This is an optimization exercise on Yosys and OpenROAD, whose aim is small area, a short achievable clock period and few clock cycles, not a production implementation. In this exercise RTL edits were held to simulation tests only and were not proved equivalent to the original. Power figures rest on the tool's default switching activity, not on a simulated workload.

Setup of try-maple:
==> flow/design.v <==
module cic_checksum (
    input  wire        clk,
    input  wire        rst,           
    input  wire [2:0]  reg_raddr,
    output reg  [31:0] reg_rdata,
    input  wire        reg_we,
    input  wire [2:0]  reg_waddr,
    input  wire [31:0] reg_wdata,
    output wire        mem_req,
    output wire [18:0] mem_addr,
    input  wire [31:0] mem_rdata
);
    localparam [31:0] POLY      = 32'hEDB8_8320;
    localparam [31:0] FP_6101   = 32'h6170_A4A1;
    localparam [31:0] FP_6102   = 32'h90BB_6CB5;
    localparam [31:0] FP_6103   = 32'h0B05_0EE0;
    localparam [31:0] FP_6106   = 32'hACC8_580A;
    localparam [31:0] SEED_6101 = 32'hF8CA_4DDC;    
    localparam [31:0] SEED_6103 = 32'hA388_6759;
    localparam [31:0] SEED_6105 = 32'hDF26_F436;
    localparam [31:0] SEED_6106 = 32'h1FEA_617A;
    function [32:0] add32;
        input [31:0] a, b;
        input        ce;
        reg   [31:0] g, p, p0;
        integer l, i, j;
        begin
            g  = a & b & {32{ce}};
            p0 = a ^ b;
            p  = p0;
            for (l = 0; l < 5; l = l + 1)
                for (i = 0; i < 32; i = i + 1)
                    if (((i >> l) & 1) == 1) begin
                        j = ((i >> l) << l) - 1;
                        g[i] = g[i] | (p[i] & g[j]);
                        p[i] = p[i] & p[j];
                    end
            add32 = {g[31], p0 ^ {g[30:0], 1'b0}};
        end
    endfunction
    function [8:0] inc8;
        input [7:0] a;
        input       c;
        reg   [8:0] q;
        integer i;
        begin
            q[0] = c;
            for (i = 1; i < 9; i = i + 1)
                q[i] = q[i-1] & a[i-1];
            inc8 = {q[8], a ^ q[7:0]};
        end
    endfunction
    function gt32;
        input [31:0] a, b;
        reg   [31:0] g, e;
        integer l, i;
        begin
            g = a & ~b;
            e = ~(a ^ b);
            for (l = 0; l < 5; l = l + 1)
                for (i = 0; i < 32; i = i + 1)
                    if (i % (2 << l) == 0) begin
                        g[i] = g[i + (1 << l)] | (e[i + (1 << l)] & g[i]);
                        e[i] = e[i + (1 << l)] & e[i];
                    end
            gt32 = g[0];
        end
    endfunction
    localparam [3:0] S_IDLE = 4'd0, S_CRC = 4'd1, S_VID = 4'd2, S_INIT = 4'd3,
                     S_MIX  = 4'd4, S_DRAIN = 4'd5, S_W1I = 4'd6, S_W1L = 4'd7,
                     S_W1E  = 4'd8, S_C0 = 4'd9, S_C1 = 4'd10, S_W0L = 4'd11,
                     S_END  = 4'd12;
    reg  [3:0]  state;
    reg  [18:0] cnt;           
    reg  [1:0]  sub;           
    reg         aux_ph;        
    reg  [4:0]  step;          
    reg         mb;            
    reg         en6;           
    reg         q1_crc, q2_crc;
    reg  [1:0]  q1_sub, q2_sub;
    reg         q1_main, q2_main, q3_main;
    reg  [31:0] d, d2;
    reg         c6;            
    reg  [2:0]  c4;            
    reg  [31:0] t1, t2, t3, t4, t5, t6;
    reg  [31:0] fp;            
    reg  [2:0]  variant;
    reg  [31:0] buf_len;
    reg         st_busy, st_done, st_short;
    wire v5 = (variant == 3'd5);
    wire v3 = (variant == 3'd3);
    wire v6 = (variant == 3'd6);
    wire [31:0] status = {27'd0, 1'b0, st_done & st_short, st_done & ~st_short, st_done, st_busy};
    always @(*) begin
        case (reg_raddr)
            3'd1:    reg_rdata = status;
            3'd2:    reg_rdata = buf_len;
            3'd3:    reg_rdata = t6;
            3'd4:    reg_rdata = t1;
            3'd5:    reg_rdata = fp;
            3'd6:    reg_rdata = {29'd0, variant};
            default: reg_rdata = 32'd0;
        endcase
    end
    wire start = reg_we && (reg_waddr == 3'd0) && (reg_wdata == 32'h0000_0001) && !st_busy;
    wire len_ok = (buf_len[31:21] != 11'd0) || (buf_len[20] && buf_len[19:12] != 8'd0);
    wire req_crc  = (state == S_CRC);
    wire req_mix  = (state == S_MIX);
    assign mem_req  = req_crc | req_mix;
    assign mem_addr = (req_mix && aux_ph) ? (19'h001D4 + {13'd0, cnt[5:0]}) : cnt;
    wire req_main = req_mix && !aux_ph;
    wire mix_last = (cnt == 19'h403FF) && (v5 ? aux_ph : 1'b1);
    wire [18:0] cnt_inc = cnt + 19'd1;
    reg [7:0] crc_byte;
    always @(*) begin
        case (q2_sub)
            2'd0: crc_byte = d[31:24];
            2'd1: crc_byte = d[23:16];
            2'd2: crc_byte = d[15:8];
            default: crc_byte = d[7:0];
        endcase
    end
    wire [31:0] crc_acc = ~fp;
    reg  [31:0] crc_tab;
    integer k;
    always @(*) begin
        crc_tab = {24'd0, crc_acc[7:0] ^ crc_byte};
        for (k = 0; k < 8; k = k + 1)
            crc_tab = crc_tab[0] ? ((crc_tab >> 1) ^ POLY) : (crc_tab >> 1);
    end
    wire [31:0] crc_next = ~((crc_acc >> 8) ^ crc_tab);
    reg [2:0] ident;
    always @(*) begin
        if      (fp == FP_6101) ident = 3'd1;
        else if (fp == FP_6102) ident = 3'd2;
        else if (fp == FP_6103) ident = 3'd3;
        else if (fp == FP_6106) ident = 3'd6;
        else                    ident = 3'd5;
    end
    reg [31:0] seed;
    always @(*) begin
        case (variant)
            3'd1, 3'd2: seed = SEED_6101;
            3'd3:       seed = SEED_6103;
            3'd6:       seed = SEED_6106;
            default:    seed = SEED_6105;
        endcase
    end
    wire in_c1  = (state == S_C1);
    wire in_w0l = (state == S_W0L);
    wire ce     = !(in_c1 && !v3);                  
    wire [31:0] dz = d & {32{en6}};
    wire [4:0]  step_nx = (state == S_W1L || state == S_W0L) ? step + 5'd1 : step;
    wire [32:0] s6 = add32(t6, dz, ce);
    wire [63:0] d_dbl = {d, d};
    wire [31:0] r     = d_dbl[63 - d[4:0] -: 32];     
    wire [32:0] s5 = add32(t5, r & {32{q2_main}}, 1'b1);
    wire        gt = gt32(t2, d);
    wire [31:0] t2_term = (gt ? r : (s6[31:0] ^ dz)) & {32{q2_main}};
    wire x_d  = (q3_main && v5) || (state == S_W1L && mb);
    wire x_t5 = (q3_main && !v5) || in_c1;
    wire [31:0] x  = (d & {32{x_d}}) | (t5 & {32{x_t5}});
    wire [32:0] s1 = add32(t1, x ^ d2, ce);
    always @(posedge clk) begin
        case (state)
            S_W1I:        d <= t2;
            S_C0:         d <= v6 ? t6 : (t6 ^ t4);
            S_W1L, S_W0L: d <= {d[30:0], 1'b0};
            default:      d <= mem_rdata;
        endcase
        c6 <= s6[32] & q2_main;
        d2 <= d & {32{q2_main || (state == S_C0 && !v6)}};
        mb  <= (state == S_W1I || state == S_W1L) ? t5[step_nx] : t4[step_nx];
        en6 <= q1_main || (state == S_C0 && !v6) ||
               ((state == S_C0 || (state == S_W0L && step != 5'd31)) && t4[step_nx]);
        q1_crc  <= req_crc;
        q1_sub  <= sub;
        q1_main <= req_main;
        q2_crc  <= q1_crc;
        q2_sub  <= q1_sub;
        q2_main <= q1_main;
        q3_main <= q2_main;
        if (q2_crc)
            fp <= crc_next;
        if (state == S_INIT) begin
            t1 <= seed; t2 <= seed; t3 <= seed;
            t4 <= seed; t5 <= seed; t6 <= seed;
            c4 <= 3'd0;
        end else begin
            t6 <= (state == S_C0) ? t3 : s6[31:0];
            {c4[0], t4[7:0]}   <= inc8(t4[7:0],   c6);
            {c4[1], t4[15:8]}  <= inc8(t4[15:8],  c4[0]);
            {c4[2], t4[23:16]} <= inc8(t4[23:16], c4[1]);
            t4[31:24]          <= inc8(t4[31:24], c4[2]);
            t3 <= t3 ^ dz;
            t5 <= s5[31:0];
            t2 <= t2 ^ t2_term;
            t1 <= s1[31:0];
        end
        if (rst) begin
            state    <= S_IDLE;
            st_busy  <= 1'b0;
            st_done  <= 1'b0;
            st_short <= 1'b0;
            buf_len  <= 32'd0;
            q1_crc   <= 1'b0;
            q2_crc   <= 1'b0;
            q1_main  <= 1'b0;
            q2_main  <= 1'b0;
            q3_main  <= 1'b0;
        end else begin
            if (reg_we && !st_busy && reg_waddr == 3'd2)
                buf_len <= reg_wdata;
            case (state)
                S_IDLE: begin
                    if (start) begin
                        st_done  <= !len_ok;
                        st_short <= !len_ok;
                        st_busy  <= len_ok;
                        if (len_ok) state <= S_CRC;
                        cnt <= 19'h00010;
                        sub <= 2'd0;
                    end
                end
                S_CRC: begin
                    if (cnt == 19'h00010 && sub == 2'd0) fp <= 32'd0;
                    sub <= sub + 2'd1;
                    if (sub == 2'd3) begin
                        cnt <= cnt_inc;
                        if (cnt == 19'h003FF) state <= S_VID;
                    end
                end
                S_VID: begin
                    if (!q1_crc && !q2_crc) begin
                        variant <= ident;
                        state   <= S_INIT;
                    end
                end
                S_INIT: begin
                    cnt    <= 19'h00400;
                    aux_ph <= 1'b0;
                    state  <= S_MIX;
                end
                S_MIX: begin
                    if (mix_last) state <= S_DRAIN;
                    if (v5) begin
                        aux_ph <= ~aux_ph;
                        if (aux_ph) cnt <= cnt_inc;
                    end else begin
                        cnt <= cnt_inc;
                    end
                end
                S_DRAIN: begin
                    step <= 5'd0;
                    if (!(q1_main || q2_main || q3_main || c6 || c4 != 3'd0))
                        state <= S_W1I;
                end
                S_W1I: state <= v6 ? S_W1L : S_C0;
                S_W1L: begin
                    step <= step + 5'd1;
                    if (step == 5'd31) state <= S_C0;
                end
                S_C0: state <= v6 ? S_W0L : S_C1;
                S_C1: state <= S_END;
                S_W0L: begin
                    step <= step + 5'd1;
                    if (step == 5'd31) state <= S_END;
                end
                S_END: begin
                    st_busy  <= 1'b0;
                    st_done  <= 1'b1;
                    st_short <= 1'b0;
                    state    <= S_IDLE;
                end
                default: state <= S_IDLE;
            endcase
        end
    end
endmodule
clock: 10.0 ns
lec_check: 0
cap_margin: 5
core_margin: 2
core_utilization: 40
cts_cluster_diameter: 100
cts_cluster_size: 24
setup_slack_margin: 4.9
slew_margin: 5
standard.sh (not shown) runs the stock make flow with config.mk's settings and CLKGATE_MAP_FILE= SYNTH_SCRIPT=/design/flow/synth_recipe.tcl, a recipe that flattens the netlist after the stock synthesis.
==> flow/flow/run.sh <==
#!/bin/bash
# Standard layout, except that the port buffers buffer_ports inserts are
# sky130_fd_sc_hd__buf_1 instead of the delay-cell buffer it picks by default,
# and the fanout buffers ABC inserted are removed at floorplan (the resizer
# buffers what still needs it).
set -euo pipefail
export BUFFER_PORTS_ARGS="-buffer_cell sky130_fd_sc_hd__buf_1"
export REMOVE_ABC_BUFFERS=1
bash standard.sh > standard_flow.log 2>&1
Testbench counts of try-maple, summed over its fixed seeds: cycles 2,121,516.
Inputs modified between try-maple and try-delta:
--- a/flow/config.mk
+++ b/flow/config.mk
@@ -7,3 +7,3 @@
 export LEC_CHECK = 0
-export CAP_MARGIN = 5
+export CAP_MARGIN = 20
 export CORE_MARGIN = 2
@@ -12,3 +12,3 @@
 export CTS_CLUSTER_SIZE = 24
-export SETUP_SLACK_MARGIN = 4.9
-export SLEW_MARGIN = 5
+export SETUP_SLACK_MARGIN = 4.6
+export SLEW_MARGIN = 20
### Flow results
Against try-maple, first-pass GRT wire length in try-delta came out better. try-delta -> try-maple: detailed-routing iteration count for the pre-antenna-repair pass delta 0, exact match. The share of the core filled with cells in the final layout reported for try-delta is smaller than that of try-maple by 0.56 points. Against try-maple, routed length on met2 in try-delta fell slightly. Final critical-path setup slack is lower on try-delta.
#### Input delta (try-willow over try-delta)
--- a/flow/config.mk
+++ b/flow/config.mk
@@ -12,3 +12,3 @@
 export CTS_CLUSTER_SIZE = 24
-export SETUP_SLACK_MARGIN = 4.6
+export SETUP_SLACK_MARGIN = 4.9
 export SLEW_MARGIN = 20
- A origin of the worst setup path of reg_raddr[0] is what try-willow shows, while reg_raddr[2] belongs to try-delta.
- Per the comparison of try-willow with try-delta, share of the clock period used by the worst path shows a reduction of 2.7 points; via count shows an increase of 183; layout buffer count excluding clock buffers shows an increase of 22.
- try-willow reports a lower worst slew slack as a fraction of its limit than try-delta does.
- Routed length on met1 (try-willow over try-delta): increase, 530 µm
- Compared with try-delta, try-willow shows a higher growth of design area from synthesis to finish.
- Destination of the critical timing path = reg_rdata[15]: try-delta; destination of the critical timing path = reg_rdata[5]: try-willow
- Delta (try-willow minus try-delta): worst hold path cell count closely matched the old numbers, highest achievable clock rate increased by about 5.4% relative to the old numbers.
Relative to try-willow, the following input files were edited for try-nickel:
--- a/flow/config.mk
+++ b/flow/config.mk
@@ -12,2 +12,3 @@
 export CTS_CLUSTER_SIZE = 24
+export PLACE_DENSITY = 0.7
 export SETUP_SLACK_MARGIN = 4.9
Findings:
try-nickel | stages: all done | timing, DRC, antenna: all pass
From try-willow to try-nickel the numbers moved as follows: hold slack saw an increase, final core area utilization moved up, shortest clock period the worst path allows after layout now sits higher.
Compared with try-willow, in try-nickel wire length reported by the detailed router now smaller; multi-input logic cell count comparable; final non-filler cell total now larger; clock skew comparable; buffer count excluding the clock tree in the final layout now larger.
try-nickel vs. try-willow: maximum net fanout on the critical path went down, area growth from synthesis to layout went up.
> inputs changed (try-nickel -> try-raven)
--- a/flow/config.mk
+++ b/flow/config.mk
@@ -12,4 +12,3 @@
 export CTS_CLUSTER_SIZE = 24
-export PLACE_DENSITY = 0.7
-export SETUP_SLACK_MARGIN = 4.9
+export SETUP_SLACK_MARGIN = 5
 export SLEW_MARGIN = 20
==> run notes <==
Diff try-raven..try-nickel | number of buffers on the longest clock path | unchanged
Taking try-nickel as the reference, in try-raven path depth of the worst reg2reg path went up; non-clock buffer count has increased; setup slack increased by 41 ps relative to the old numbers.
Changes observed in try-raven relative to try-nickel: clock network fraction of design power saw a decrease; via count saw an increase; final cell count saw little to no change.
The last weighted congestion value of the routability-driven placer in try-raven sits about 3% below the value recorded for try-nickel.

static timing again, ports no longer ideal:
Ports are ideal in the flow. The routed layouts listed here were re-timed in OpenROAD.
Step 1 (the two cells are an assumption about what drives the block):
set clk [get_ports {clk}]
set_driving_cell -lib_cell sky130_fd_sc_hd__clkbuf_16 $clk
set_driving_cell -lib_cell sky130_fd_sc_hd__buf_2 [delete_from_list [all_inputs] $clk]
Step 2 times the ports against the registers' clock, not the clock port: input delays grow and output delays shrink by t, the midpoint of the rising clock arrivals with the driver on.
Three values: no drivers, after step 1, after step 2; two values: the first two.
run | shift t [ns] | setup WS [ns] | hold slack, ns
try-maple | 0.629 | 4.928 / 4.832 / 4.792 | 0.344 / 0.344 / 0.344
try-delta | 0.631 | 4.656 / 4.607 / 4.607 | 0.345 / 0.345 / 0.345
try-willow | 0.630 | 4.929 / 4.797 / 4.638 | 0.344 / 0.344 / 0.344
try-nickel | 0.641 | 4.915 / 4.807 / 4.807 | 0.403 / 0.403 / 0.403
try-raven | 0.625 | 4.956 / 4.790 / 4.560 | 0.346 / 0.346 / 0.346
After both steps setup and hold are still met in every run listed. The setup slack of try-raven, which loses most, moves by -0.166 ns with the drivers and by -0.396 ns with both steps.
